From an optimization exercise on the open Yosys and OpenROAD flow, aimed at small area; shortcuts taken in it are not production practice.
Where RTL was checked, it was by simulation tests only, not by an equivalence proof against the original.
For runs 1 to 3, only the layout was checked, not whether the RTL still works.
Power figures rest on the tool's default switching activity, not on a simulated workload.

==> design/flow/design.v <==
module fspfa_value_decoder (
    input  wire [7:0]  hi,
    input  wire [7:0]  lo,
    input  wire [7:0]  eb,
    input  wire [3:0]  idx,
    input  wire [1:0]  debug,
    output wire [15:0] m,
    output wire [3:0]  k,
    output reg  [1:0]  log_code    
);
    reg [3:0] base_k;
    always @(*) begin
        case (idx)
            4'd0: base_k = 4'd3;
            4'd1: base_k = 4'd6;
            4'd2: base_k = 4'd3;
            4'd3: base_k = 4'd4;
            4'd4: base_k = 4'd1;
            4'd5: base_k = 4'd2;
            4'd6: base_k = 4'd1;
            4'd7: base_k = 4'd1;
            default: base_k = 4'd2;
        endcase
    end
    wire        sent  = (eb == 8'd11);
    wire        under = !sent && eb[7] && (eb < 8'hFD);           
    wire        over  = !sent && !eb[7] && (eb > 8'd10);          
    wire [7:0]  e3    = eb + 8'd3;
    wire [15:0] mag   = {hi, lo};
    assign m = (under || over) ? 16'd0 : mag;
    assign k = sent ? base_k : (under || over) ? 4'd0 : e3[3:0];
    always @(*) begin
        log_code = 2'd0;
        if (debug != 2'd0) begin
            if (under) log_code = 2'd1;
            else if (over && mag != 16'd0) log_code = 2'd2;
        end
    end
endmodule
module fspfa_times10 (
    input  wire [59:0] x,
    output wire [59:0] y
);
    localparam K = 31;
    wire [59:0] a = {x[56:0], 3'd0};
    wire [59:0] b = {x[58:0], 1'b0};
    wire [60:0] c;       
    wire [60:0] d;       
    wire [59:0] s0;
    wire [60:0] u;       
    assign c[3] = 1'b0;
    assign d[K] = 1'b0;
    assign u[K] = 1'b1;
    assign y[2:0] = {x[1:0], 1'b0};
    genvar i;
    generate
        for (i = 3; i < K; i = i + 1) begin : g_lo
            assign y[i]   = a[i] ^ b[i] ^ c[i];
            assign c[i+1] = (a[i] & b[i]) | (c[i] & (a[i] ^ b[i]));
        end
        for (i = K; i < 60; i = i + 1) begin : g_hi
            assign s0[i]  = a[i] ^ b[i] ^ d[i];
            assign d[i+1] = (a[i] & b[i]) | (d[i] & (a[i] ^ b[i]));
            assign u[i+1] = u[i] & s0[i];
            assign y[i]   = s0[i] ^ (c[K] & u[i]);
        end
    endgenerate
endmodule
module fspfa_sanity_filter (
    input  wire [2:0]  cls,       
    input  wire [59:0] cand,
    input  wire [59:0] prev,
    input  wire [1:0]  cnt,
    input  wire        dcv_nz,
    output reg         take,      
    output reg  [1:0]  cnt_out,
    output reg  [2:0]  log_code   
);
    localparam [2:0] L_NONE = 3'd0, L_REJECT = 3'd1, L_OVERRIDE = 3'd2,
                     L_SHUTDOWN = 3'd3, L_RECOVERY = 3'd4;
    reg reject;
    always @(*) begin
        take     = 1'b1;
        cnt_out  = 2'd0;
        log_code = L_NONE;
        reject   = 1'b0;
        if (cnt == 2'd3) begin
            log_code = L_OVERRIDE;
        end else begin
            case (cls)
                3'd0: reject = cand > 60'd10000000;
                3'd1: reject = prev != 60'd0 && {1'b0, cand} > {1'b0, prev} + 61'd10000000;
                3'd2: reject = cand > 60'd100000;
                3'd3: begin
                    if (prev > 60'd200000 && cand < 60'd200000 && dcv_nz) begin
                        log_code = L_SHUTDOWN;
                        cnt_out  = cnt + 2'd1;
                    end else if (cand > 60'd550000) begin
                        reject = 1'b1;
                    end else if (prev < 60'd200000 && cand > 60'd200000) begin
                        log_code = L_RECOVERY;
                    end
                end
                default: reject = cand > 60'd600000;
            endcase
            if (reject) begin
                take     = 1'b0;
                cnt_out  = cnt + 2'd1;
                log_code = L_REJECT;
            end
        end
    end
endmodule
module fspfa_meas (
    input  wire        clk,
    input  wire        rst,
    input  wire        req_valid,
    output wire        req_ready,
    input  wire        req_op,
    input  wire [7:0]  req_addr,
    input  wire [3:0]  req_idx,
    input  wire [7:0]  req_hi,
    input  wire [7:0]  req_lo,
    input  wire [7:0]  req_eb,
    input  wire [1:0]  req_debug,
    output wire        rsp_valid,
    output wire [63:0] rsp_value,
    output wire [1:0]  rsp_cnt,
    output wire [63:0] rsp_cand,
    output wire [63:0] rsp_prev,
    output wire [1:0]  rsp_prev_cnt,
    output wire [1:0]  rsp_dec_log,
    output wire [2:0]  rsp_filt_log
);
    localparam N   = 36;       
    localparam EW  = 22;       
    localparam W   = 16;       
    localparam T   = N - 3;    
    reg [N*EW-1:0] ring;
    reg [1:0] hi;
    reg [3:0] hs;
    reg       fl;              
    reg [3:0] st;
    wire busy = (st != 4'd0);
    wire last = (st == 4'd15);
    reg [15:0] cm, pm;
    reg [3:0]  ck, pk;
    reg [1:0]  pc;
    reg [1:0]  dlog;
    reg [2:0]  cls;
    reg        op;
    reg        dcv_nz;
    reg [59:0] acc_c, acc_p;
    wire [1:0] inv = req_addr[1:0] - 2'd1;
    assign req_ready = !busy && inv == hi && req_idx == hs;
    wire take_req = req_valid && req_ready;
    wire [5:0] lin = {hi, 3'd0} + hi + hs;
    wire stale_h = fl && lin < (N - W);
    wire stale_t = fl && lin < (T - W);
    wire [EW-1:0] e0 = ring[0 +: EW];
    wire [EW-1:0] et = ring[T*EW +: EW];
    wire [15:0] dm;
    wire [3:0]  dk;
    wire [1:0]  dl;
    fspfa_value_decoder u_dec (
        .hi(req_hi), .lo(req_lo), .eb(req_eb), .idx(req_idx), .debug(req_debug),
        .m(dm), .k(dk), .log_code(dl)
    );
    reg [2:0] rcls;
    always @(*) begin
        case (req_idx)
            4'd0: rcls = 3'd0;
            4'd1, 4'd2, 4'd3: rcls = 3'd1;
            4'd4, 4'd6, 4'd7: rcls = 3'd2;
            4'd5: rcls = 3'd3;
            default: rcls = 3'd4;
        endcase
    end
    wire       take;
    wire [1:0] cnt_out;
    wire [2:0] flog;
    fspfa_sanity_filter u_filt (
        .cls(cls), .cand(acc_c), .prev(acc_p), .cnt(pc), .dcv_nz(dcv_nz),
        .take(take), .cnt_out(cnt_out), .log_code(flog)
    );
    wire wb = last && !op;
    wire [EW-1:0] new_ent = take ? {cm, ck, cnt_out} : {pm, pk, cnt_out};
    always @(posedge clk) begin
        ring[EW-1:0] <= ring[N*EW-1 -: EW];
        ring[W*EW-1:EW] <= ring[(W-1)*EW-1:0];
        ring[N*EW-1:(W+1)*EW] <= ring[N*EW-EW-1:W*EW];
        if (rst)
            ring[W*EW +: EW] <= {EW{1'b0}};
        else if (wb)
            ring[W*EW +: EW] <= new_ent;
        else if (fl)
            ring[W*EW +: EW] <= {EW{1'b0}};
        else
            ring[W*EW +: EW] <= ring[(W-1)*EW +: EW];
    end
    always @(posedge clk) begin
        if (rst) begin
            hi <= 2'd0;
            hs <= 4'd0;
            fl <= 1'b1;
            st <= 4'd0;
        end else begin
            if (hs == 4'd8) begin
                hs <= 4'd0;
                hi <= hi + 2'd1;
                if (hi == 2'd3) fl <= 1'b0;
            end else begin
                hs <= hs + 4'd1;
            end
            if (take_req)
                st <= 4'd1;
            else if (busy)
                st <= st + 4'd1;
        end
    end
    always @(posedge clk) begin
        if (take_req) begin
            cm     <= dm;
            ck     <= dk;
            pm     <= stale_h ? 16'd0 : e0[21:6];
            pk     <= stale_h ? 4'd0  : e0[5:2];
            pc     <= stale_h ? 2'd0  : e0[1:0];
            dlog   <= req_op ? 2'd0 : dl;
            cls    <= rcls;
            op     <= req_op;
            dcv_nz <= !stale_t && et[21:6] != 16'd0;
        end
    end
    wire [4:0] sc = st + ck;
    wire [4:0] sp = st + pk;
    wire [59:0] acc_c10, acc_p10;
    fspfa_times10 u_c10 (.x(acc_c), .y(acc_c10));
    fspfa_times10 u_p10 (.x(acc_p), .y(acc_p10));
    always @(posedge clk) begin
        acc_c <= (sc == 5'd14) ? {44'd0, cm} : acc_c10;
        acc_p <= (sp == 5'd14) ? {44'd0, pm} : acc_p10;
    end
    assign rsp_valid    = last;
    assign rsp_cand     = {4'd0, acc_c};
    assign rsp_prev     = {4'd0, acc_p};
    assign rsp_prev_cnt = pc;
    assign rsp_value    = {4'd0, (op || !take) ? acc_p : acc_c};
    assign rsp_cnt      = op ? pc : cnt_out;
    assign rsp_dec_log  = dlog;
    assign rsp_filt_log = op ? 3'd0 : flog;
endmodule
==> design/flow/run.sh <==
#!/bin/bash
# synth_recipe.tcl (not shown) runs the flow's synth.tcl, then flattens the netlist and writes it again
# the make line also repeats each setting of config.mk as NAME=value (left out here)
make -C /OpenROAD-flow-scripts/flow DESIGN_CONFIG=/design/flow/config.mk WORK_HOME=/design/flow/orfs CLKGATE_MAP_FILE= SYNTH_SCRIPT=/design/flow/synth_recipe.tcl finish
==> design/flow/config.mk <==
export PLATFORM = sky130hd
export DESIGN_NAME = fspfa_meas
export DESIGN_NICKNAME = fspfa_meas
export VERILOG_FILES = /design/flow/design.v
export SDC_FILE = /design/flow/constraint.sdc
export NUM_CORES = 4
export LEC_CHECK = 0
export CAP_MARGIN = 20
export CORE_MARGIN = 2
export CORE_UTILIZATION = 25
export CTS_BUF_LIST = sky130_fd_sc_hd__clkbuf_4
export PLACE_DENSITY = 0.4
export SLEW_MARGIN = 20
==> design/flow/constraint.sdc <==
create_clock -name core_clock -period 18.0 [get_ports {clk}]
set_input_delay 3.6000 -clock core_clock [delete_from_list [all_inputs] [get_ports {clk}]]
set_output_delay 3.6000 -clock core_clock [all_outputs]
set_load 0.01 [all_outputs]
==> results of run 1 <==
synthesized netlist by cell type (10+ instances only):
cell type  number  area share
mux2_4         25       0.012
fa_1          111       0.074
nor2_1        121       0.015
or3_1          10      0.0021
mux2i_1        36       0.012
a21oi_1        63       0.010
xor2_1         39       0.011
edfxtp_1       49       0.049
nand3_1        77       0.013
nand4b_1       22      0.0064
inv_1          99       0.012
nand2b_1       11      0.0023
nor4_1         52       0.011
nand4_1        37      0.0077
buf_4          16      0.0040
and3_1         17      0.0035
dfxtp_1       923        0.61
clkbuf_1       52      0.0065
ha_1           87       0.036
xnor2_1        60       0.017
o21ai_0        33      0.0055
nor3_1         57      0.0094
and2_1         81       0.017
nand2_1       152       0.019
flip-flops by register name, indices dropped and copies added, names as in the netlist, 3 cells and up:
register	cells
acc_c	60
acc_p	60
ck	4
cls	3
cm	16
hs	4
pk	4
pm	16
ring	792
st	4
stage by stage:
step / instance area, sq um / instances
2_1_floorplan: 30300 / 2365
3_3_place_gp: 34300 / 4144
3_5_place_dp: 34300 / 4144
4_1_cts: 37400 / 4572
5_1_grt: 37500 / 4580
6_report: 37500 / 4582
routing by layer:
layer,up-vias,global-route usage
met4,5,0.0461
li1,8947,-
met1,9106,0.167
met2,603,0.204
met5,-,0
met3,117,0.0451
power by group:
part,internal [mW],switching [mW]
Clock,0.990,0.840
Sequential,2.35,0.389
Combinational,1.30,1.35
logic make-up (layout without fill, tap and decap cells):
kind of cell	after synthesis	in the layout	synth area share
buffers and inverters	174	770	0.0245
xor gates and xnor gates	99	99	0.0287
DFF	972	972	0.660
muxes	64	64	0.0255
other	1	21	0.000124
AOI/OAI and AO/OA	163	163	0.0341
and+or+nand+nor	683	683	0.118
adders and majority gates	198	198	0.110
how the worst max path moves through the flow:
| stage | to | startpoint | slack, ns | cells after the start |
|---|---|---|---|---|
| finish | rsp_value[10] | acc_p[8] | 4.87 | 20 |
| global route | rsp_value[11] | acc_p[8] | 4.10 | 20 |
| CTS | rsp_value[10] | acc_p[8] | 4.59 | 20 |
| detailed placement | acc_c[59] | acc_c[0] | 5.17 | 38 |
| global placement | acc_c[59] | acc_c[0] | 5.23 | 38 |
| floorplan | acc_p[59] | acc_p[28] | 6.13 | 33 |
area by class of cell:
| cell class | instances | share of cell area |
|---|---|---|
| diodes | 9 | 0.000601 |
| clock buffers | 387 | 0.0775 |
| clock inverters | 41 | 0.00524 |
| inverters | 99 | 0.00991 |
| multi-input cells | 1219 | 0.256 |
| flip-flops and latches | 972 | 0.532 |
| well taps | 1612 | 0.0538 |
| repair buffers | 243 | 0.0643 |
==> metrics list, run 1 <==
* Outcome: complete, no violations
* Drc violations: 0
- After clock tree synthesis, the flow added hold-fix buffers numbering 0.
- Length of routed wiring on met1: about 36,000 um
- Initial cell density of the core: 0.252
- Max incr delay on CP: about 0.81 ns
- The die covers about 120,000 sq um.
- In the routed layout, each cell is associated on average with a via count of 4.10.
* Fraction of the yosys area taken by sequential cells: 0.660
- Setup violators final: 0
- Number of different library cells in the post-synthesis netlist: around 70
- Power, Total: a little over 7 mW
* Number of antenna violations at the first check in global routing: 7
- The min-delay analysis places its worst path in the category flop to flop.
- From synthesis to final layout, the design area changed by 24.0%.
* Worst VDD drop: 0.0638 mV
* Initial DRT Pass Iterations: 5
* Gate Count Post-Synth: between 2,000 and 2,500
- Cell at the slowest stage of the critical path: dfxtp_1
- Final period utilization: 0.729
- CTS resizes: 0
* Headroom to the max-slew limit: 0.353
- Total met3 wirelength after detailed routing: slightly below 6000 um
* Sum of negative setup slack: 0 ns
* Critical path data arrival time: around 9.5 ns
* Met2 wirelength from detailed routing: approximately 36,000 um
- Summing all flip-flop and latch instances after layout gives ~20,000 sq um.
* Global placement routability congestion: 0.806
- The signal on the critical path passes through ha_1 -> o31ai_1 -> a211oi_1 -> o21ai_0 -> a21oi_1 -> nor2_1 -> nor2_1 -> nand2_1 -> xnor2_1 -> ha_1 -> nand4_1 -> nor4_1 -> and3_1 -> o31ai_1 -> a211oi_4 -> buf_4 -> or3b_4 -> buf_4 -> mux2i_1 -> clkdlybuf4s50_1.
* Final WS setup: approximately 5 ns
- At the pin with the least slew margin, the transition time is just under 1 ns.
- Data on the critical path is required at its endpoint by between 10 and 15 ns.
* Cell Rows: roughly 130
- Top metal layer carrying routed signals: met5
- Number of global-route vias before repair: 20,200
- Proportion of layout cells with a drive suffix above 1: 0.157
- The total count of max-transition violations in the final report is 0.
* Count of nets left with antenna violations after detail routing: 0
- Asr flop ratio synth: 0
- Total of flip-flops plus latches after synthesis: just under 1,000
* Final global-route overflow total: 0
* Number of cell instances on the worst register-to-register path: 38
- The analysis attributes to cell leakage a power of roughly 15 nW.
* Crit path launch type: flop
- Entering global routing, the biggest net connects slightly above 60 pins.
- The tightest hold path in the finished design has a slack of between 0.2 and 0.3 ns.
- Post-synthesis average cell area: 12.8 sq um
* Crit-path max FO: 47
- Most common cell after layout, fill and taps aside: dfxtp_1
- The first global-routing pass estimated approximately 120,000 um of wire.
- Power per Cell Area: approximately 190 nW/um^2
* Reg-to-reg critical path endpoint: acc_c[59]
- At the later pin of the worst-skew pair, clock insertion delay measures 1.12 ns.
- The worst hold path passes through 0 cells.
- Final wirelength: about 79,000 um
* Crit path kind: flop to output port
* Commonest register cell after synthesis: dfxtp_1
* Maximum clock frequency: between 70 and 80 MHz
- The mapped netlist covers 30,200 sq um.
- Clock tree from TritonCTS: done
- In this run the count of I/O pins placed on the die edge is approximately 250.
- Minimum clock period after layout: 13.13 ns
- In this run the register-to-register setup slack is 5.11 ns.
- Vertical die dimension: ~350 um
- Port Buffers: 226
* WL/cell: approximately 17 um
- TritonCTS Buffers: ~270
- Worst Skew: 0.132 ns
* Number of clock sinks: about 1,000
- The path with the worst hold slack has its endpoint at ring[436].
- Buffers plus inverters on the worst setup path: 3
* # H-tree levels: 5
- The clock passes through at most 4 buffers.
* Combined global-route utilization of all metal layers: 0.130
- Count of final hold-check violations: 0
* Most used cells in the layout excluding fill and tap cells: dfxtp_1 (923), clkbuf_4 (387), clkdlybuf4s50_1 (226)
- During synthesis, Yosys emitted a total of 3 warnings.
- Layout Nets: just over 3,000
- RSZ-0062 raised after global routing: no
- Clock root buffer: clkbuf_4
* Hold Crit Start: ring[414]
- After floorplanning, the core was sized to cover around 120,000 sq um.
* Die Span X: 352 um
- For this run, the share of the core covered by cells in the final layout is 0.312.
- Detailed placement finished with a half-perimeter wire length of around 56,000 um.
* Family with the most delay on the worst path: simple AND/OR/NAND/NOR gates
- The routed layout has 18,800 vias.
- Setup crit end kind: output port
- Yosys mapped a number of flops with a built-in enable equal to 49.
- After clock tree synthesis, the setup repair step added 0 buffers.
* Post-place setup slack: 5.17 ns
- Summing all multi-input logic gate instances after layout gives around 9600 sq um.
* Crit Reg-Reg Startpoint: acc_c[0]
- After clock tree synthesis, the clock-pin slew on the worst setup and hold paths is around 0.07 ns.
- # Max-Cap Violations: 0
* Number of filler cells placed in the layout: approximately 12,000
- The detailed router finished its first iteration with about 800 violations.
==> run 2, diff against run 1 <==
--- a/design/flow/config.mk
+++ b/design/flow/config.mk
@@ -9,5 +9,5 @@
 export CORE_MARGIN = 2
-export CORE_UTILIZATION = 25
-export CTS_BUF_LIST = sky130_fd_sc_hd__clkbuf_4
-export PLACE_DENSITY = 0.4
+export CORE_UTILIZATION = 50
+export CTS_BUF_LIST = sky130_fd_sc_hd__clkbuf_8
+export PLACE_DENSITY = 0.6
 export SLEW_MARGIN = 20
==> metrics list, run 2 <==
- The min-delay analysis places its worst path in the category flop to flop.
- Minimum clock period after layout: roughly 13 ns
- Setup repair after global routing left no endpoint under its margin.
- Core Region: around 60,000 sq um
* Slew of the pin with the lowest slew margin: between 1 and 1.5 ns
* First DRT Iteration DRCs: between 900 and 1,000
* Leak: roughly 15 nW
- Dividing the detail-routed via count by the number of cells gives approximately 5.0.
* Worst Skew: 0.0272 ns
- The final number of hold-violating endpoints came to 0.
* Port Buffers: 226
* Crit Reg-Reg Startpoint: acc_c[0]
- WL/cell: about 19 um
* Clock insertion delay at the later pin of the skew report: about 0.78 ns
- Die Span X: 250 um
- Crit-path max FO: 6
* Gate Count Post-Synth: 2,354
- For this run, the post-layout net count is 2,919.
- Dividing total power by cell area gives a power density of 195 nW/um^2.
* Final wirelength: around 67,000 um
- In the final timing run, aggregate negative setup slack is 0 ns.
* Dominant cell type by area after synthesis: dfxtp_1
- Entering global routing, the biggest net connects between 60 and 70 pins.
- Top post-synthesis cells by area: dfxtp_1 (61%), fa_1 (7.4%), edfxtp_1 (4.9%)
- Fraction of met1 tracks used by global routing: 0.290
- Family with the most delay on the worst path: adder cells
- The die covers between 60,000 and 70,000 sq um.
* Synthesis warning total: 3
- The cell area that synthesis handed to floorplanning was approximately 30,000 sq um.
- Initial cell density of the core: 0.504
- Vertical die dimension: approximately 250 um
- Detailed placement ended at an HPWL of between 40,000 and 50,000 um.
- Critical path data arrival time: ~13 ns
* Initial DRT Pass Iterations: 4
- In this run the core area contains 90 standard-cell rows.
- Outcome: complete, no violations
- Number of antenna violations at the first check in global routing: 1
- For met2 alone, demand over resource in global routing was 0.350.
- Number of flops mapped to enable cells by yosys: 49
- Hold is met by between 0.3 and 0.4 ns.
* Count of final max-slew check failures: 0
- The slowest stage of the critical path is the fa_1 cell.
- Vias after detailed routing: between 15,000 and 20,000
- Number of flip-flops in the largest register: 792
- Of the cells placed in the final design, the portion with a size suffix greater than 1 is 0.0980.
* Number of clock sinks: just under 1,000
- Commonest cells in the synthesized netlist: dfxtp_1 (923), nand2_1 (152), nor2_1 (121)
- STA classifies the critical path startpoint as a flop.
- For this design, the CTS-stage hold fixing added 0 buffers.
- TritonCTS built the clock tree.
- At the worst endpoint, the required time is 18.67 ns.
* Global placement routability congestion: ~0.84
- Layout-stage area growth over the synthesis result: 20.1%
- Number of global-route vias before repair: 18,000
* Hold Crit Start: ring[325]
- The tree is rooted in a clkbuf_8.
- Most used cells in the layout excluding fill and tap cells: dfxtp_1 (923), clkdlybuf4s50_1 (226), clkbuf_8 (175)
- Total of flip-flops plus latches after synthesis: just under 1,000
- Headroom to the max-slew limit: 0.322
- Combined global-route utilization of all metal layers: 0.219
- After synthesis, the netlist uses a little over 70 different library cells.
- Most flops, register: ring
- Crit path kind: flop to flop
- Most Frequent Cell on Critical Path: fa_1
- Critical path startpoint: acc_c[0]
* Final period utilization: 0.712
- Wire length of the first global-routing pass: approximately 100,000 um
* Library cell with the highest instance count after synthesis: dfxtp_1
* TritonCTS Buffers: 145
* Most common cell after layout, fill and taps aside: dfxtp_1
- The share of synthesized area in the top cell type comes to 0.611.
- Across the VDD grid, the largest voltage drop is 0.0900 mV.
- Clock transition at the register clock pins on the worst setup and hold paths after CTS: around 0.070 ns
- The number of gates resized after CTS was 0.
* Clock Tree Buf Depth: 3
- Maximum clock frequency: 78.1 MHz
* Number of filler cells placed in the layout: between 4,000 and 5,000
- Count of nets left with antenna violations after detail routing: 0
- The worst setup path is captured at a flop.
- For this run, asynchronously set or reset flops after synthesis account for 0.
- # Max-Cap Violations: 0
* I/O pin count: 245
- The share of the Yosys chip area taken by registers is 0.660.
- The number of buffers and inverters on the critical path is 2.
- Post-CTS Setup Inserts: 0
- In this run the number of H-tree levels came out at 4.
- Max incr delay on CP: around 0.44 ns
- The largest registers in the layout are ring x792, acc_c x60, acc_p x60.
* Setup violators final: 0
* Commonest register cell after synthesis: dfxtp_1
* Final global-route overflow total: 0
* GRT busiest layer: met2
* Drc violations: 0
- Post-synthesis average cell area: about 13 sq um
- For met3 alone, demand over resource in global routing was 0.0516.
[run 2: cell counts after synthesis]
Identical to the previous run, type by type.
[run 2: cell type report]
type / instances / area [sq um] / share of cell area
multi-input cells: 1219 / 9600 / 0.265
diodes: 1 / 2.50 / 0.0000689
well taps: 782 / 978 / 0.0270
clock buffers: 175 / 2410 / 0.0663
inverters: 99 / 372 / 0.0102
repair buffers: 242 / 2380 / 0.0656
clock inverters: 89 / 607 / 0.0167
flip-flops and latches: 972 / 19900 / 0.550
[run 2: cell families (layout without fill, tap and decap cells)]
| kind of cell | Yosys count | in the layout | synth area share |
|---|---|---|---|
| AO/OA/AOI/OAI | 163 | 163 | 0.0341 |
| XOR/XNOR | 99 | 99 | 0.0287 |
| adder cells (fa/ha/maj) | 198 | 198 | 0.110 |
| buffers and inverters | 174 | 605 | 0.0245 |
| flip-flops | 972 | 972 | 0.660 |
| multiplexers | 64 | 64 | 0.0255 |
| other | 1 | 13 | 0.000124 |
| AND/OR/NAND/NOR | 683 | 683 | 0.118 |
[run 2: worst register-to-register path, delay by kind of cell, from the launching register on]
family,cells,cell delay [ns]
flops,1,0.41
simple gates,7,1.54
buf+inv,2,0.13
fa+ha+maj,28,10.46
compound gates,1,0.16
[run 2: metal layers]
layer / vias to the layer above / share of wire
li1: 8583 / -
met1: 8685 / 0.45
met2: 471 / 0.47
met3: 107 / 0.051
met4: 0 / 0.026
met5: - / 0
[run 2: stage by stage]
stage,std cells,area [sq um],setup WS [ns],power (mW),util
2_1_floorplan,2365,30300,6.13,4.35,-
3_3_place_gp,3314,33300,5.32,5.30,0.555
3_5_place_dp,3314,33300,5.26,5.36,0.555
4_1_cts,3578,36300,5.21,7.16,0.605
5_1_grt,3579,36300,4.77,7.61,0.605
6_report,3579,36300,5.19,7.10,0.605
[run 2: path summary, 6_finish.rpt]
kind          endpoint  slack [ns]  depth (start not counted)
max          acc_c[59]        5.19                         38
min          ring[347]        0.31                          0
max reg2reg  acc_c[59]        5.19                         38
min reg2reg  ring[347]        0.31                          0
[run 2: power by group]
group	total, mW	internal, mW	leakage, nW	switching [mW]
Sequential	2.72	2.35	7.97	0.366
Clock	1.78	0.947	1.73	0.836
Combinational	2.60	1.30	5.47	1.30
==> run 3, diff against run 2 <==
==> design/flow/flow/run.sh (new file) <==
#!/bin/bash
set -e
export CTS_ARGS="-sink_clustering_enable -repair_clock_nets -dont_use_dummy_load -buf_list sky130_fd_sc_hd__clkbuf_8"
export BUFFER_PORTS_ARGS="-buffer_cell sky130_fd_sc_hd__buf_1"
bash standard.sh > standard.log 2>&1
==> design/flow/standard.sh (new file) <==
#!/bin/bash
# synth_recipe.tcl (not shown) runs the flow's synth.tcl, then flattens the netlist and writes it again
# the make line also repeats each setting of config.mk as NAME=value (left out here)
make -C /OpenROAD-flow-scripts/flow DESIGN_CONFIG=/design/flow/config.mk WORK_HOME=/design/flow/orfs CLKGATE_MAP_FILE= SYNTH_SCRIPT=/design/flow/synth_recipe.tcl "${@:-finish}"
--- a/design/flow/config.mk
+++ b/design/flow/config.mk
@@ -10,3 +10,2 @@
 export CORE_UTILIZATION = 50
-export CTS_BUF_LIST = sky130_fd_sc_hd__clkbuf_8
 export PLACE_DENSITY = 0.6
removed: design/flow/run.sh
==> metrics list, run 3 <==
- The run finished with no timing, DRC or antenna violations.
- Entering global routing, the biggest net connects 62 pins.
- In the synthesized netlist, the number of instances is 2,354.
- Of the total synthesized cell area, the portion taken by AND, OR, NAND and NOR gates is 0.118.
- For this run, the number of Yosys warnings is 3.
- The kind of cell with the highest combined delay along the critical path is adder cells.
- Clock tree from TritonCTS: done
* Most Frequent Cell on Critical Path: fa_1
* Worst VDD drop: 0.0715 mV
* Leak: 13.9 nW
- Setup violations remaining at the end of the flow were counted as 0.
* Worst Skew: 0.106 ns
- After synthesis, the largest family of logic cells by area is simple AND/OR/NAND/NOR gates.
- The critical path contains buffers and inverters numbering 2 combined.
* Commonest register cell after synthesis: dfxtp_1
* Worst hold path cell count: 0
- Crit-path max FO: 7
* Detailed placement HPWL: about 45,000 um
* Commonest cells in the synthesized netlist: dfxtp_1 (923), nand2_1 (152), nor2_1 (121)
- The core region is ~60,000 sq um.
- Crit Reg-Reg Startpoint: acc_c[2]
* Number of flops mapped to enable cells by yosys: between 40 and 50
- Die Span X: 250 um
- Measured on the finished design, the core utilization comes to 0.564.
* Number of cell instances on the worst register-to-register path: 38
- Once placement completed, the tool counted placed cells totaling 3,311.
- Wire length of the first global-routing pass: 102,000 um
- Vias after detailed routing: 17,600
- Headroom to the max-slew limit: 0.293
- Max incr delay on CP: approximately 0.43 ns
- The worst register-to-register path has a setup slack of ~5.2 ns.
* Maximum clock frequency: a little under 80 MHz
* Synth Area in Compound Gates: 0.0341
- In the final routed layout, each cell accounts on average for roughly 19 um.
* First DRT Iteration DRCs: between 800 and 900
- Adder-cell area share of the yosys netlist: 0.110
- Final period utilization: 0.709
- Cell Rows: 90
- Initial DRT Pass Iterations: 5
* Post-CTS Setup Inserts: 0
- Of the cells placed in the final design, the portion with a size suffix greater than 1 is 0.0770.
* Drc violations: 0
- Combined global-route utilization of all metal layers: 0.213
- Final global-route overflow total: 0
- The via count of the first global-routing pass was between 15,000 and 20,000.
* Hold/Removal Path Class: flop to flop
- Slew of the pin with the lowest slew margin: between 1 and 1.5 ns
- Excluding fillers, the count of instances in the completed layout stands at between 3,000 and 4,000.
* Number of flip-flops in the largest register: about 790
- From synthesis to final layout, the design area changed by 12.0%.
- XOR/XNOR share of the synthesized area: 0.0287
- After synthesis, the mean cell area works out to between 10 and 15 sq um.
- STA puts the critical path data required time at between 15 and 20 ns.
* Worst Hold Endpoint: ring[407]
- Minimum clock period after layout: around 13 ns
- In this run, post-CTS repair resized a total of 0 instances.
* Number of clock sinks: between 900 and 1,000
- Counting the buffers created by CTS gives around 150.
* Most flops, register: ring
- # H-tree levels: 4
- Total of flip-flops plus latches after synthesis: between 900 and 1,000
* Critical path data arrival time: about 13 ns
* Initial cell density of the core: 0.504
- Clock transition at the register clock pins on the worst setup and hold paths after CTS: approximately 0.06 ns
* Asr flop ratio synth: 0
- Max-cap violations in this run came to 0.
- The placed instances occupy a cell area of around 32,000 sq um.
- The library cell used most frequently in the layout, excluding fill and tap cells, is dfxtp_1.
- Total standard cell area after synthesis: roughly 30,000 sq um
* Number of different library cells in the post-synthesis netlist: 71
* Area enclosed by the die boundary: about 62,000 sq um
- The clock passes through at most 3 buffers.
- In this run the clock root is driven by a clkbuf_8.
- Clock insertion delay at the later pin of the skew report: around 0.78 ns
- In this run, post-CTS hold repair placed 0 buffers.
- Most used cells in the layout excluding fill and tap cells: dfxtp_1 (923), buf_1 (226), nand2_1 (152)
- Hold Crit Start: ring[385]
* Fraction of synthesized cell area taken by the top area cell type: 0.611
* Count of final max-slew check failures: 0
- For this design the top-level I/O count stands at approximately 250.
- For the final routed database, the setup TNS stands at 0 ns.
* Proportion of synthesized area in mux cells: 0.0255
* Reg-to-reg critical path endpoint: acc_c[59]
* RSZ-0062 raised after global routing: no
- Final wirelength: about 65,000 um
* Layout Nets: 2,917
- Library cell with the highest instance count after synthesis: dfxtp_1
- Leading registers by flop count: ring x792, acc_c x60, acc_p x60
- After routing the design area is ~34,000 sq um.
- Number of antenna violations at the first check in global routing: 3
- The slowest stage of the critical path belongs to the cell dfxtp_1.
- Global placement routability congestion: 0.874
* Setup crit end kind: flop
* Crit path launch type: flop
- Via density: around 5.1
- Top post-synthesis cells by area: dfxtp_1 (61%), fa_1 (7.4%), edfxtp_1 (4.9%)
* Count of final hold-check violations: 0
- Crit path kind: flop to flop
* Dominant cell type by area after synthesis: dfxtp_1
* Port Buffers: between 200 and 250
* Power per Cell Area: between 150 and 200 nW/um^2
* Count of nets left with antenna violations after detail routing: 0
* Fraction of the yosys area taken by sequential cells: 0.660
- The die is around 250 um tall.
- Power, Total: roughly 6.4 mW
run 3: cell count changes in the layout (fill, tap and decap cells not counted), moves of 2 or more:
cell / change
clkinv_4: -2
inv_12: -6
inv_8: -3
clkinv_2: -14
clkbuf_8: -29
clkdlybuf4s50_1: -226
buf_1: +226
clkinvlp_4: -5
inv_1: -52
bufinv_16: -3
buf_4: -3
inv_16: -2
run 3: kinds of logic (layout without fill, tap and decap cells):
kind of cell	after synthesis	after routing
AO/OA/AOI/OAI	163	163
XOR/XNOR	99	99
adder cells (fa/ha/maj)	198	198
buffers and inverters	174	484
flip-flops	972	972
multiplexers	64	64
other	1	13
AND/OR/NAND/NOR	683	683
run 3: area by class of cell:
class,count,area (sq um)
Tap cell,782,978
Sequential cell,972,19900
Clock buffer,146,2010
Timing Repair Buffer,239,946
Fill cell,4974,26200
Multi-Input combinational cell,1219,9610
Antenna cell,1,2.50
Inverter,99,372
run 3: where the power goes:
| group | switching, mW | internal [mW] | total (mW) |
|---|---|---|---|
| sequential | 0.363 | 2.35 | 2.71 |
| combinational | 1.28 | 1.04 | 2.32 |
| clock | 0.692 | 0.713 | 1.40 |
| total | 2.34 | 4.10 | 6.44 |
run 3: how the worst max path moves through the flow:
stage / from / to / slack [ns] / cells past startpoint
after global routing: acc_c[2] / acc_c[59] / 4.75 / 38
final: acc_c[2] / acc_c[59] / 5.24 / 38
after global placement: acc_c[2] / acc_c[59] / 5.42 / 38
after floorplan: acc_p[28] / acc_p[59] / 6.13 / 33
after detailed placement: acc_c[2] / acc_c[59] / 5.35 / 38
after CTS: acc_c[2] / acc_c[59] / 5.30 / 38
run 3: routing by layer:
layer	track usage	vias to the layer above	wire, um
met1	0.286	8614	30500
met4	0.0762	0	1560
met3	0.0485	107	3170
met2	0.339	433	30100
met5	0	-	0
li1	-	8454	-
run 3: stage by stage:
step	worst slack (ns)	hold WS, ns
after floorplan	6.13	0.310
after global placement	5.42	0.310
after detailed placement	5.35	0.312
after CTS	5.30	0.260
after global routing	4.75	0.268
final	5.24	0.263
run 3: worst reg2reg max path: cells and delay by family (launching register included):
family	cells	cell delay, ns
flip-flops	1	0.43
AO/OA/AOI/OAI	1	0.16
adder cells (fa/ha/maj)	28	10.46
buffers and inverters	2	0.13
AND/OR/NAND/NOR	7	1.48
==> run 4, diff against run 3 <==
--- a/design/flow/design.v
+++ b/design/flow/design.v
@@ -38,31 +38,2 @@
     end
-endmodule
-module fspfa_times10 (
-    input  wire [59:0] x,
-    output wire [59:0] y
-);
-    localparam K = 31;
-    wire [59:0] a = {x[56:0], 3'd0};
-    wire [59:0] b = {x[58:0], 1'b0};
-    wire [60:0] c;       
-    wire [60:0] d;       
-    wire [59:0] s0;
-    wire [60:0] u;       
-    assign c[3] = 1'b0;
-    assign d[K] = 1'b0;
-    assign u[K] = 1'b1;
-    assign y[2:0] = {x[1:0], 1'b0};
-    genvar i;
-    generate
-        for (i = 3; i < K; i = i + 1) begin : g_lo
-            assign y[i]   = a[i] ^ b[i] ^ c[i];
-            assign c[i+1] = (a[i] & b[i]) | (c[i] & (a[i] ^ b[i]));
-        end
-        for (i = K; i < 60; i = i + 1) begin : g_hi
-            assign s0[i]  = a[i] ^ b[i] ^ d[i];
-            assign d[i+1] = (a[i] & b[i]) | (d[i] & (a[i] ^ b[i]));
-            assign u[i+1] = u[i] & s0[i];
-            assign y[i]   = s0[i] ^ (c[K] & u[i]);
-        end
-    endgenerate
 endmodule
@@ -235,8 +206,5 @@
     wire [4:0] sp = st + pk;
-    wire [59:0] acc_c10, acc_p10;
-    fspfa_times10 u_c10 (.x(acc_c), .y(acc_c10));
-    fspfa_times10 u_p10 (.x(acc_p), .y(acc_p10));
-    always @(posedge clk) begin
-        acc_c <= (sc == 5'd14) ? {44'd0, cm} : acc_c10;
-        acc_p <= (sp == 5'd14) ? {44'd0, pm} : acc_p10;
+    always @(posedge clk) begin
+        acc_c <= (sc == 5'd14) ? {44'd0, cm} : {acc_c[56:0], 3'd0} + {acc_c[58:0], 1'b0};
+        acc_p <= (sp == 5'd14) ? {44'd0, pm} : {acc_p[56:0], 3'd0} + {acc_p[58:0], 1'b0};
     end
==> design/flow/run.sh (new file) <==
#!/bin/bash
# synth_recipe.tcl (not shown) runs the flow's synth.tcl, then flattens the netlist and writes it again
# the make line also repeats each setting of config.mk as NAME=value (left out here)
make -C /OpenROAD-flow-scripts/flow DESIGN_CONFIG=/design/flow/config.mk WORK_HOME=/design/flow/orfs CLKGATE_MAP_FILE= SYNTH_SCRIPT=/design/flow/synth_recipe.tcl finish
--- a/design/flow/config.mk
+++ b/design/flow/config.mk
@@ -9,4 +9,4 @@
 export CORE_MARGIN = 2
-export CORE_UTILIZATION = 50
-export PLACE_DENSITY = 0.6
+export CORE_UTILIZATION = 25
+export PLACE_DENSITY = 0.4
 export SLEW_MARGIN = 20
removed: design/flow/flow/run.sh
removed: design/flow/standard.sh
==> metrics list, run 4 <==
- Outcome: complete, no violations
- The die is around 360 um wide.
- Final wirelength: a little over 90,000 um
- CTS placed an instance of clkbuf_16 at the clock tree root.
- In the final layout, the share of cells above drive strength 1 is 0.0691.
- Hold timing on the final database bottoms out at a slack of ~0.31 ns.
* Worst Skew: 0.0398 ns
- Gate Count Post-Synth: 2,781
* Dominant cell type by area after synthesis: dfxtp_1
* Detailed placement HPWL: between 60,000 and 70,000 um
- Row generation in the floorplan step produced around 130 rows.
- Summing all placed instances gives a cell area of 36,400 sq um.
- In the final design database the tool counted about 3,300 nets.
- Crit path kind: flop to output port
- I/O pin count: approximately 250
* Cell at the slowest stage of the critical path: or2_4
- Synthesis instantiated 87 different standard cells from the library.
- In this run the tool buffered the top-level ports with between 200 and 250 buffer cells.
- Number of antenna violations at the first check in global routing: 7
- Via density: between 4 and 5
* # Max-Cap Violations: 0
- The kind of cell with the highest combined delay along the critical path is simple AND/OR/NAND/NOR gates.
- Top metal layer carrying routed signals: met5
* Hold/Removal Path Class: flop to flop
- Fraction of the yosys area taken by sequential cells: 0.619
- Part of the total power dissipated in combinational logic: 0.418
- Post-place setup slack: about 6.3 ns
- Traced cell by cell, the critical path runs through ha_1 -> o31ai_1 -> a21o_1 -> a21o_1 -> a21oi_1 -> nor2_1 -> nor3_2 -> nand2_1 -> nor2_1 -> nand4_1 -> nor2_1 -> xnor2_1 -> ha_1 -> nand4_1 -> or2_1 -> o221a_1 -> o21ai_0 -> o221ai_1 -> o32ai_4 -> buf_4 -> or2_4 -> mux2i_1 -> clkdlybuf4s50_1.
* Leak: about 16 nW
- Crit-path max FO: 61
- Vertical die dimension: approximately 360 um
* Maximum clock frequency: around 80 MHz
* Clk pwr share: 0.245
- The number of hold buffers added after CTS was 0.
- Number of flops mapped to enable cells by yosys: between 40 and 50
- Crit path launch type: flop
* Most flops, register: ring
- Combined global-route utilization of all metal layers: 0.139
* Drc violations: 0
- Area enclosed by the die boundary: around 130,000 sq um
- Final period utilization: 0.691
- Headroom to the max-slew limit came out at 0.262.
- Entering global routing, the biggest net connects 75 pins.
* Length of routed wiring on met1: around 46,000 um
- Asr flop ratio synth: 0
* Total standard cell area after synthesis: about 32,000 sq um
* Global placement routability congestion: 0.833
- Post-synthesis average cell area: around 12 sq um
- Number of global-route vias before repair: 20,400
* RSZ-0062 raised after global routing: no
* Clock tree from TritonCTS: done
- Commonest register cell after synthesis: dfxtp_1
- In the detailed route, the total length drawn on met2 is around 38,000 um.
- Adding up every negative setup slack in the final design gives 0 ns.
- Clock Tree Buf Depth: 3
- Total met3 wirelength after detailed routing: between 5000 and 6000 um
* Initial DRT Pass Iterations: 5
- Commonest cells in the synthesized netlist: dfxtp_1 (923), ha_1 (193), nor2_1 (182)
* Count of nets left with antenna violations after detail routing: 0
- The register with the most flip-flops in the layout has a little under 800 of them.
- Sw Share: 0.393
- After layout, the minimum clock period comes to 12.43 ns.
* Most used cells in the layout excluding fill and tap cells: dfxtp_1 (923), clkdlybuf4s50_1 (226), ha_1 (193)
- Final cell area excluding filler cells: about 40,000 sq um
* Most common cell after layout, fill and taps aside: dfxtp_1
- Synthesis warning total: 3
- Counting stages on the worst path, the most repeated cell is nor2_1.
* Total of flip-flops plus latches after synthesis: about 970
* Clock insertion delay at the later pin of the skew report: between 0.6 and 0.7 ns
- Internal power: around 5.2 mW
* Final global-route overflow total: 0
- The share of total power dissipated in sequential elements is 0.336.
- Buffers added to address setup during post-CTS repair amount to 0.
* Count of final max-slew check failures: 0
* # H-tree levels: 3
* Setup violators final: 0
- Switching power: about 3.4 mW
- Slew of the pin with the lowest slew margin: 1.11 ns
* TritonCTS Buffers: 97
- The number of buffers and inverters on the critical path is 2.
- Fraction of synthesized cell area taken by the top area cell type: 0.573
- Number of clock sinks: around 970
- Clock transition at the register clock pins on the worst setup and hold paths after CTS: approximately 0.060 ns
- Relative to the synthesized area, the layout overhead comes to 23.6%.
- Vias after detailed routing: 20,800
* Wire length of the first global-routing pass: between 100,000 and 150,000 um
- Max incr delay on CP: 0.86 ns
- Setup crit end kind: output port
- First DRT Iteration DRCs: roughly 1,300
- WL/cell: roughly 19 um
- In the post-route analysis, the smallest setup slack over all paths is 5.57 ns.
- The worst-case IR drop observed on VDD is 0.0740 mV.
- Count of final hold-check violations: 0
- Crit path required time: 14.40 ns
- Yosys attributes the largest share of cell area to dfxtp_1 (57%), ha_1 (7.5%), edfxtp_1 (4.6%).
- CTS resizes: 0
- Critical path data arrival time: 8.83 ns
- Initial cell density of the core: 0.252
* Core Region: 128,000 sq um
* Power per Cell Area: ~210 nW/um^2
* Library cell with the highest instance count after synthesis: dfxtp_1
- Leading registers by flop count: ring x792, acc_c x60, acc_p x60
-- run 4: cell types whose count changed after synthesis, sizes merged, moves of 37 or more --
| cell | change |
|---|---|
| ha | +106 |
| a21oi | +105 |
| o21ai | +95 |
| inv | -39 |
| fa | -106 |
| nand3 | -37 |
| a21o | +65 |
| nor2 | +61 |
| xor2 | +40 |
-- run 4: through the flow --
step | utilization | power [mW] | instances
finish | 0.312 | 8.56 | 4804
floorplan | - | 5.08 | 2792
CTS | 0.312 | 8.65 | 4802
global route | 0.312 | 9.18 | 4802
detailed placement | 0.285 | 6.49 | 4619
global placement | 0.285 | 6.51 | 4619
-- run 4: cell families after synthesis --
logic type / after synthesis / share of synthesized area
other: 1 / 0.000116
XOR/XNOR: 168 / 0.0456
AND/OR/NAND/NOR: 684 / 0.105
AO/OA/AOI/OAI: 532 / 0.105
multiplexers: 87 / 0.0294
buffers and inverters: 139 / 0.0188
adder cells (fa/ha/maj): 198 / 0.0780
flip-flops: 972 / 0.619
-- run 4: final timing paths --
path | slack, ns | startpoint | depth (start not counted) | to
setup / recovery | 5.57 | acc_p[7] | 23 | rsp_value[1]
hold / removal | 0.31 | ring[273] | 0 | ring[295]
setup reg to reg | 11.25 | acc_p[7] | 22 | ring[352]
hold reg to reg | 0.31 | ring[273] | 0 | ring[295]
-- run 4: metal layers --
layer	vias up	GRT usage
met3	130	0.0319
li1	10300	-
met5	-	0
met2	530	0.207
met1	9848	0.198
met4	2	0.0399
-- run 4: worst register-to-register path, cell delays in order, from the launching register on --
cell      delay [ns]
dfxtp_1         0.70
ha_1            0.31
o31ai_1         0.14
a21o_1          0.26
a21o_1          0.23
a21oi_1         0.26
nor2_1          0.11
nor3_2          0.62
nand2_1         0.22
nor2_1          0.20
nand4_1         0.30
nor2_1          0.22
xnor2_1         0.09
ha_1            0.32
nand4_1         0.13
or2_1           0.27
o221a_1         0.23
o21ai_0         0.41
o221ai_1        0.26
o32ai_4         0.28
buf_4           0.48
nor2_1          0.27
o31ai_1         0.33
-- run 4: layout make-up --
cell class,instances,area (sq um)
Inverter,60,225
Tap cell,1662,2080
Sequential cell,972,19900
Clock buffer,138,2860
Clock inverter,45,579
Fill cell,13100,88000
Multi-Input combinational cell,1681,11800
Timing Repair Buffer,244,2400
Antenna cell,2,5.00
-- run 4: power by group through the flow --
| stage | registers [mW] | clock network, mW | logic [mW] |
|---|---|---|---|
| floorplan | 2.67 | 0 | 2.40 |
| global placement | 2.93 | 0 | 3.58 |
| detailed placement | 2.93 | 0 | 3.56 |
| CTS | 2.88 | 2.18 | 3.59 |
| global route | 2.90 | 2.26 | 4.02 |
| finish | 2.88 | 2.10 | 3.58 |

-- afterwards: timing with drivers on the ports --
How much do the figures lean on ideal ports? The routed layouts below were timed once more, with nothing changed but the port constraints.
Step 1 assumes that a clkbuf_16 drives the clock port and a buf_2 every other input.
Step 2 adds t to the input delays and takes it off the output delays; t is the mean of the earliest and latest rising clock arrival at the registers after step 1. Input paths then give back, and output paths get back, about the clock's delay inside the block.
Three values: no drivers, after step 1, after step 2; two values: the first two.
run | t, ns | slack for setup (ns) | clock arrival spread, ns | worst data-port slew with drivers (ns)
run 1 | 1.113 | 4.869 / 4.807 / 5.111 | 0.133 / 0.132 | 0.07
run 2 | 0.822 | 5.191 / 5.191 / 5.191 | 0.029 / 0.029 | 0.03
run 3 | 0.785 | 5.245 / 5.245 / 5.245 | 0.106 / 0.106 | 0.03
run 4 | 0.728 | 5.566 / 5.498 / 6.227 | 0.040 / 0.039 | 0.11
After both steps setup and hold are still met in every run listed.
